This is an optimization exercise on Yosys and OpenROAD, whose aim is small area, a short achievable clock period and few clock cycles per item, not a production implementation. At most, simulation tests tie the RTL to the original design; equivalence was not proved. Power figures rest on the tool's default switching activity, not on a simulated workload.

==> module ubc_enc, before the edit <==
module ubc_enc (
    input  wire        clk,
    input  wire        rst,
    input  wire        start,
    input  wire        in_valid,
    input  wire        in_end,
    input  wire [7:0]  in_data,
    output wire        in_ready,
    output wire        out_valid,
    output wire [20:0] out_data,
    input  wire        out_ready,
    output wire [1:0]  phase,
    output wire [31:0] in_count,
    output wire [31:0] out_count
);
    localparam [1:0] IDLE = 2'd0, BUSY = 2'd1, DONE = 2'd2;
    reg [1:0]  ph;
    reg        ending;        
    reg [1:0]  wcnt;          
    reg        tail;          
    reg        run;           
    reg        rfirst;        
    reg        rpend;         
    reg [7:0]  w0, w1;
    reg [11:0] rc;
    reg        ov;
    reg [15:0] od;
    reg        hv, he;        
    reg [7:0]  hd;
    reg        heq0, heq1;    
    reg        rdy;           
    reg [31:0] in_cnt, out_cnt;
    function [15:0] u8(input [7:0] b);
        u8 = {8'h04, b};
    endfunction
    function [15:0] u12(input [11:0] n);
        u12 = {8'h4E + {4'd0, n[11:8]}, n[7:0]};
    endfunction
    function [15:0] apack(input [7:0] a, input [7:0] b);
        apack = {8'h5E + {2'd0, a[6], b[6], a[5:2]}, a[1:0], b[5:0]};
    endfunction
    wire busy   = (ph == BUSY);
    wire oflow  = !ov || out_ready;                   
    wire take   = in_valid && in_ready;
    wire xv     = hv || take;                         
    wire xe     = hv ? he : in_end;
    wire [7:0] xd = hv ? hd : in_data;
    wire flush  = busy && ending && !hv && (wcnt != 2'd0 || rpend);
    wire go     = (xv || flush) && oflow;
    wire fend   = xe || flush;                        
    wire newtx  = start && !busy;
    assign in_ready  = rdy;
    assign out_valid = ov;
    assign out_data  = {5'd0, od};
    assign phase     = ph;
    assign in_count  = in_cnt;
    assign out_count = out_cnt;
    wire eq0    = hv ? heq0 : (in_data == w0);
    wire eq1    = hv ? heq1 : (in_data == w1);
    wire asc    = !w0[7] && !w1[7];
    wire full   = !run && !tail && wcnt == 2'd2;      
    wire runon  = eq0 && rc != 12'd4095;
    wire runst  = eq1 && w0 == w1;
    reg [15:0] s;
    always @(*) begin
        if (run)
            s = rfirst ? u8(w0) : u12(rc);
        else if (rpend)
            s = u12(12'd3);
        else if (tail)
            s = u12({w0[3:0], w1});
        else if (wcnt == 2'd2 && asc)
            s = apack(w0, w1);
        else if (wcnt == 2'd2 && !fend)
            s = u12({w0, w1[7:4]});
        else
            s = u8(w0);
    end
    reg        emit, n_run, n_first, n_pend, n_tail;
    reg [1:0]  n_wcnt;
    always @(*) begin
        n_first = 1'b0;
        n_pend  = 1'b0;
        if (fend) begin
            emit    = run || rpend || tail || wcnt != 2'd0;
            n_run   = 1'b0;
            n_pend  = run && rfirst;
            n_tail  = 1'b0;
            n_wcnt  = rpend ? wcnt : ((full && !asc) ? 2'd1 : 2'd0);
        end else if (run) begin
            emit    = rfirst || !runon;
            n_run   = runon;
            n_pend  = rfirst && !runon;
            n_tail  = 1'b0;
            n_wcnt  = 2'd1;
        end else if (tail) begin
            emit    = 1'b1;
            n_run   = 1'b0;
            n_tail  = 1'b0;
            n_wcnt  = 2'd1;
        end else if (wcnt != 2'd2) begin
            emit    = rpend;
            n_run   = 1'b0;
            n_tail  = 1'b0;
            n_wcnt  = wcnt + 2'd1;
        end else begin
            emit    = !runst;
            n_run   = runst;
            n_first = 1'b1;
            n_tail  = !runst && !asc;
            n_wcnt  = runst ? 2'd0 : (asc ? 2'd1 : 2'd2);
        end
    end
    wire       ov_n     = (ov && !out_ready) || (go && emit);
    wire       hv_n     = take ? !oflow : (hv && !oflow);
    wire       ending_n = ending || (take && in_end);
    wire       e_emit   = run || rpend || tail || wcnt != 2'd0;
    wire       fin_n    = go ? (fend && !e_emit)
                             : (ending && !hv && wcnt == 2'd0 && !rpend && !(ov && !out_ready));
    always @(posedge clk) begin
        if (rst) begin
            ph  <= IDLE;
            ov  <= 1'b0;
            hv  <= 1'b0;
            rdy <= 1'b0;
        end else if (newtx) begin
            rdy    <= 1'b1;
            ph     <= BUSY;
            ending <= 1'b0;
            wcnt   <= 2'd0;
            tail   <= 1'b0;
            run    <= 1'b0;
            rpend  <= 1'b0;
            hv     <= 1'b0;
            ov     <= 1'b0;
        end else begin
            ov     <= ov_n;
            hv     <= hv_n;
            ending <= ending_n;
            rdy    <= busy && !ending_n && !hv_n;
            if (busy && fin_n)
                ph <= DONE;
            if (go) begin
                run    <= n_run;
                rfirst <= n_first;
                rpend  <= n_pend;
                tail <= n_tail;
                wcnt <= n_wcnt;
            end
        end
    end
    always @(posedge clk) begin
        if (!hv) begin
            he   <= in_end;
            hd   <= in_data;
            heq0 <= (in_data == w0);
            heq1 <= (in_data == w1);
        end
        if (go) begin
            od <= s;
            w1 <= xd;
            if (wcnt != 2'd1 || run || tail)
                w0 <= (full && !asc) ? w1 : xd;
            rc <= run ? rc + 12'd1 : 12'd3;
        end
    end
    reg inc_o, inc_i;
    always @(posedge clk) begin
        inc_o   <= go && emit && !newtx;
        inc_i   <= take && !in_end;
        in_cnt  <= newtx ? 32'd0 : in_cnt + {31'd0, inc_i};
        out_cnt <= newtx ? 32'd0 : out_cnt + {31'd0, inc_o};
    end
endmodule
clock: 6.0 ns
lec_check: 0
abc_clock_period_in_ps: 2500
cap_margin: 20
core_margin: 2
core_utilization: 40
cts_buf_list: sky130_fd_sc_hd__clkbuf_8
cts_cluster_diameter: 50
cts_cluster_size: 16
setup_slack_margin: 3.5
slew_margin: 20
standard.sh (not shown) runs the stock make flow with config.mk's settings and CLKGATE_MAP_FILE= SYNTH_SCRIPT=/design/flow/synth_recipe.tcl, a recipe that flattens the netlist after the stock synthesis.
==> flow/flow/run.sh <==
#!/bin/bash
# Standard layout, with plain buf_1 cells as the port buffers.
set -euo pipefail
export BUFFER_PORTS_ARGS="-buffer_cell sky130_fd_sc_hd__buf_1"
bash standard.sh > standard_flow.log 2>&1
Testbench counts at the start, summed over its fixed seeds: cycles 35,192, items 65,871.
Next try:
--- a/flow/design.v
+++ b/flow/design.v
@@ -24,13 +24,12 @@
     reg [7:0]  w0, w1;
     reg [11:0] rc;
     reg        ov;
     reg [15:0] od;
     reg        hv, he;        
     reg [7:0]  hd;
-    reg        heq0, heq1;    
     reg        rdy;           
     reg [31:0] in_cnt, out_cnt;
     function [15:0] u8(input [7:0] b);
         u8 = {8'h04, b};
     endfunction
     function [15:0] u12(input [11:0] n);
@@ -52,14 +51,14 @@
     assign in_ready  = rdy;
     assign out_valid = ov;
     assign out_data  = {5'd0, od};
     assign phase     = ph;
     assign in_count  = in_cnt;
     assign out_count = out_cnt;
-    wire eq0    = hv ? heq0 : (in_data == w0);
-    wire eq1    = hv ? heq1 : (in_data == w1);
+    wire eq0    = (xd == w0);
+    wire eq1    = (xd == w1);
     wire asc    = !w0[7] && !w1[7];
     wire full   = !run && !tail && wcnt == 2'd2;      
     wire runon  = eq0 && rc != 12'd4095;
     wire runst  = eq1 && w0 == w1;
     reg [15:0] s;
     always @(*) begin
@@ -148,16 +147,14 @@
                 wcnt <= n_wcnt;
             end
         end
     end
     always @(posedge clk) begin
         if (!hv) begin
-            he   <= in_end;
-            hd   <= in_data;
-            heq0 <= (in_data == w0);
-            heq1 <= (in_data == w1);
+            he <= in_end;
+            hd <= in_data;
         end
         if (go) begin
             od <= s;
             w1 <= xd;
             if (wcnt != 2'd1 || run || tail)
                 w0 <= (full && !asc) ? w1 : xd;
Worst hold slack gains 0.023 ns.
Cell area decreases by 0.61%.
Register-to-register slack loses 0.04 ns.
Sequential power hardly moves.
Clock power increases by about 4%.
Total power increases by 1.0%.
Routed wire length is about the same.
Area after synthesis decreases by 0.49%.
Via count decreases by 0.79%.
Sequential cell count decreases by 2.
Global-route usage increases by 0.27 points.
Utilization decreases by 0.17 points.
Function not checked in the second run of this note: the RTL went through the layout flow alone.

========
ubc_codec, a different RTL version from the one above (not shown whole).
Size in the first run: about 1400 cells after synthesis, roughly 290 flip-flops, about 14000 sq um of cells after synthesis.
==> module ubc_dec, before the edit <==
module ubc_dec (
    input  wire        clk,
    input  wire        rst,
    input  wire        start,
    input  wire        mode,         
    input  wire        in_valid,
    input  wire        in_end,
    input  wire [20:0] in_data,
    output wire        in_ready,
    output wire        out_valid,
    output wire [7:0]  out_data,
    input  wire        out_ready,
    output wire [1:0]  phase,
    output wire [31:0] idx,
    output wire [31:0] out_count,
    output wire [1:0]  err_kind,
    output wire [31:0] err_idx,
    output wire [6:0]  err_sel
);
    localparam [1:0] IDLE = 2'd0, BUSY = 2'd1, DRAIN = 2'd2, DONE = 2'd3;
    localparam [1:0] C_OTHER = 2'd0, C_U8 = 2'd1, C_U12 = 2'd2, C_A = 2'd3;
    reg [1:0]  st;
    reg        rdy;          
    reg        cmode;
    reg        ending;       
    reg        fv, fe, flb;  
    reg [1:0]  fc;           
    reg [13:0] fp;           
    reg        pv;
    reg [1:0]  pc;           
    reg [31:0] pidx;         
    reg [11:0] P;            
    reg [11:0] S;            
    reg        em;           
    reg        isrun;        
    reg [1:0]  k;            
    reg        plast;        
    reg        addp;         
    reg [31:0] idx_r;
    reg [5:0]  ol0;          
    reg [5:0]  ol1;          
    reg [19:0] ohi;          
    reg        oc0, oc1;     
    reg [1:0]  kind;
    reg [2:0]  c1;
    wire hi0   = (in_data[20:16] == 5'd0);
    wire [6:0] t = in_data[15:9];
    wire is8   = hi0 && in_data[15:8] == 8'h04;
    wire is12  = hi0 && t >= 7'h27 && t <= 7'h2E;
    wire isA   = hi0 && t >= 7'h2F && t <= 7'h4E;
    wire isLB  = hi0 && (in_data[15:0] == 16'h000A || in_data[15:0] == 16'h000D);
    wire [4:0] dA = in_data[13:9] + 5'd17;      
    wire [1:0] cin = isA ? C_A : (is12 ? C_U12 : (is8 ? C_U8 : C_OTHER));
    wire [13:0] pin = {dA[4:3], isA ? dA[2:0] : in_data[11:9] + 3'd1, in_data[8:0]};
    reg dat_r;
    wire [31:0] idx_inc = idx_r + {31'd0, dat_r};
    wire act   = (st == BUSY);
    wire take  = in_valid && rdy;
    wire pgo   = fv && (!em || (out_ready && plast));  
    wire dat   = pgo && !fe && !flb && act;       
    wire lone  = pgo && fe && act && pv;          
    wire xfer  = em && out_ready;
    wire newtx = start && (st == IDLE || st == DONE);
    assign in_ready  = rdy;
    assign out_valid = em;
    assign out_data  = P[11:4];
    assign phase     = st;
    assign idx       = idx_r;
    assign out_count = {ohi, ol1, ol0};
    assign err_kind  = kind;
    assign err_idx   = pidx;
    assign err_sel   = {kind[0], c1, 1'b0, pc};
    wire pair_t3 = pc == C_U12 && fc == C_U12;
    wire pair_rn = pc == C_U8 && fc == C_U12;
    wire pair_p2 = pc == C_U8 && fc == C_U8;
    wire pair_ok = pair_t3 || pair_rn || pair_p2;
    wire tok     = dat && (pv ? pair_ok : fc == C_A) || lone && pc == C_U8;
    reg [1:0] st_n;
    reg       em_n;
    always @(*) begin
        st_n = st;
        em_n = em && !(xfer && plast);
        if (newtx) begin
            st_n = BUSY;
            em_n = 1'b0;
        end else if (st == IDLE || st == DONE) begin
        end else begin
            if (tok)
                em_n = !cmode && !(dat && pair_rn && fp[11:0] == 12'd0);
            if (dat && pv && !pair_ok)
                st_n = DRAIN;
            if (ending && !fv && !em && !addp && !oc0 && !oc1)
                st_n = DONE;
        end
    end
    wire ending_n = newtx ? 1'b0 : (ending || (take && in_end));
    wire fv_n     = newtx ? 1'b0 : (take || (fv && !pgo));
    always @(posedge clk) begin
        if (rst) begin
            st  <= IDLE;
            em  <= 1'b0;
            rdy <= 1'b0;
            fv  <= 1'b0;
        end else begin
            st  <= st_n;
            em  <= em_n;
            fv  <= fv_n;
            rdy <= (st_n == BUSY || st_n == DRAIN) && !ending_n && (!fv_n || !em_n);
        end
    end
    always @(posedge clk) begin
        if (!fv || pgo) begin
            fe  <= in_end;
            flb <= isLB;
            fc  <= cin;
            fp <= pin;
        end
        addp   <= tok && !newtx;
        ending <= ending_n;
        if (newtx) begin
            cmode <= mode;
            pv    <= 1'b0;
        end else if (dat) begin
            pv <= !pv && fc != C_A;
        end else if (lone) begin
            pv <= 1'b0;
        end
        if (newtx) begin
            kind <= 2'd0;
            c1   <= 3'd0;
        end else if (lone && pc != C_U8) begin
            kind <= 2'd2;
        end else if (dat && pv && !pair_ok) begin
            kind <= 2'd1;
            c1   <= (fc == C_A) ? {1'b1, fp[13:12]} : {1'b0, fc};
        end
        if (dat && !pv) begin
            pidx <= idx_inc;
            pc   <= fc;
        end else if (pgo && fe && act && !(pv && pc != C_U8)) begin
            pidx <= 32'd0;
            pc   <= 2'd0;
        end
        if (dat && !pv)
            P[11:4] <= (fc == C_A) ? {1'b0, fp[13], fp[11:6]} :
                       ((fc == C_U8) ? fp[7:0] : fp[11:4]);
        else if (xfer && !isrun)
            P[11:4] <= {P[3:0], S[11:8]};
        if (dat && (!pv || fc == C_U8))
            P[3:0] <= (fc == C_A) ? {1'b0, fp[12], fp[5:4]} :
                      ((fc == C_U8) ? (pv ? fp[7:4] : 4'd0) : fp[3:0]);
        else if (xfer && !isrun)
            P[3:0] <= S[7:4];
        if (pgo && act) begin
            S     <= fe ? 12'd1 : ((fc == C_U8 || fc == C_A) ? {fp[3:0], 8'd0} : fp[11:0]);
            isrun <= fe || pair_rn;
            k     <= (!fe && pv && pair_t3) ? 2'd2 : 2'd1;
            plast <= fe || (pair_rn && fp[11:0] == 12'd1);
        end else if (xfer) begin
            if (isrun)
                S <= S - 12'd1;
            else
                S <= {S[3:0], 8'd0};
            k     <= k - 2'd1;
            plast <= isrun ? (S == 12'd2) : (k == 2'd1);
        end
    end
    wire [11:0] amt = addp ? (isrun ? S : (k[1] ? 12'd3 : 12'd2)) : 12'd0;
    wire [6:0] s0 = {1'b0, ol0} + {1'b0, amt[5:0]};
    wire [6:0] s1 = {1'b0, ol1} + {1'b0, amt[11:6]} + {6'd0, oc0};
    always @(posedge clk) begin
        dat_r <= dat;
        idx_r <= newtx ? 32'd0 : idx_inc;
        ol0   <= newtx ? 6'd0 : s0[5:0];
        oc0   <= !newtx && s0[6];
        ol1   <= newtx ? 6'd0 : s1[5:0];
        oc1   <= !newtx && s1[6];
        ohi   <= newtx ? 20'd0 : ohi + {19'd0, oc1};
    end
endmodule
Settings: LEC_CHECK=0, ABC_CLOCK_PERIOD_IN_PS=2500, CAP_MARGIN=20, CORE_MARGIN=2, CORE_UTILIZATION=40, CTS_BUF_LIST=sky130_fd_sc_hd__clkbuf_8, CTS_CLUSTER_DIAMETER=50, CTS_CLUSTER_SIZE=16, SETUP_SLACK_MARGIN=3.2, SLEW_MARGIN=20; clock period 6.0 ns.
Scripts as last shown in full above: flow/flow/run.sh
The baseline passed the timing, design-rule and antenna checks.
Testbench counts at the start, summed over its fixed seeds: cycles 35,192, items 65,871.
Change:
--- a/flow/design.v
+++ b/flow/design.v
@@ -212,5 +212,4 @@
     reg        isrun;        
     reg [1:0]  k;            
-    reg        plast;        
     reg        addp;         
     reg [31:0] idx_r;
@@ -234,4 +233,5 @@
     wire act   = (st == BUSY);
     wire take  = in_valid && rdy;
+    wire plast = isrun ? (S == 12'd1) : k == 2'd0;
     wire pgo   = fv && (!em || (out_ready && plast));  
     wire dat   = pgo && !fe && !flb && act;       
@@ -333,5 +333,4 @@
             isrun <= fe || pair_rn;
             k     <= (!fe && pv && pair_t3) ? 2'd2 : 2'd1;
-            plast <= fe || (pair_rn && fp[11:0] == 12'd1);
         end else if (xfer) begin
             if (isrun)
@@ -339,6 +338,5 @@
             else
                 S <= {S[3:0], 8'd0};
-            k     <= k - 2'd1;
-            plast <= isrun ? (S == 12'd2) : (k == 2'd1);
+            k <= k - 2'd1;
         end
     end
After rerunning:
- The changed run produced a clean layout
- worst hold slack improves by 0.0059 ns
- critical path depth came out higher by 1
- via count goes up by 2.9%
- clock skew shrinks by 0.0036 ns
- worst setup slack degrades by 0.12 ns
- synthesized cell count rises by about 2.1%
- cell area rises by 3.2%
For the second run of this note, only the layout was checked, not whether the RTL still works.

## what the ideal ports hide
The flow's constraints put no driver on any port. The routed layouts listed below were extracted and timed again, unchanged, in two steps. Step 1, drivers: a clkbuf_16 drives clk and a buf_2 each remaining input, both assumed. Step 2 times the ports against the registers' clock, not the clock port: input delays grow and output delays shrink by t, the midpoint of the rising clock arrivals with the driver on. Slacks: ideal ports / drivers / drivers and shift; pairs: ideal ports / drivers.
run | t, ns | setup WS [ns] | clock arrival spread, ns
the first run of note 1 | 0.621 | 3.568 / 3.522 / 3.025 | 0.029 / 0.029
the second run of note 1 | 0.621 | 3.498 / 3.521 / 2.899 | 0.017 / 0.017
the first run of note 2 | 0.597 | 3.382 / 3.382 / 2.818 | 0.042 / 0.043
the second run of note 2 | 0.605 | 3.259 / 3.259 / 2.751 | 0.033 / 0.033
After both steps setup and hold are still met in every run listed. The setup slack of the second run of note 1, which loses most, moves by +0.023 ns with the drivers and by -0.599 ns with both steps.
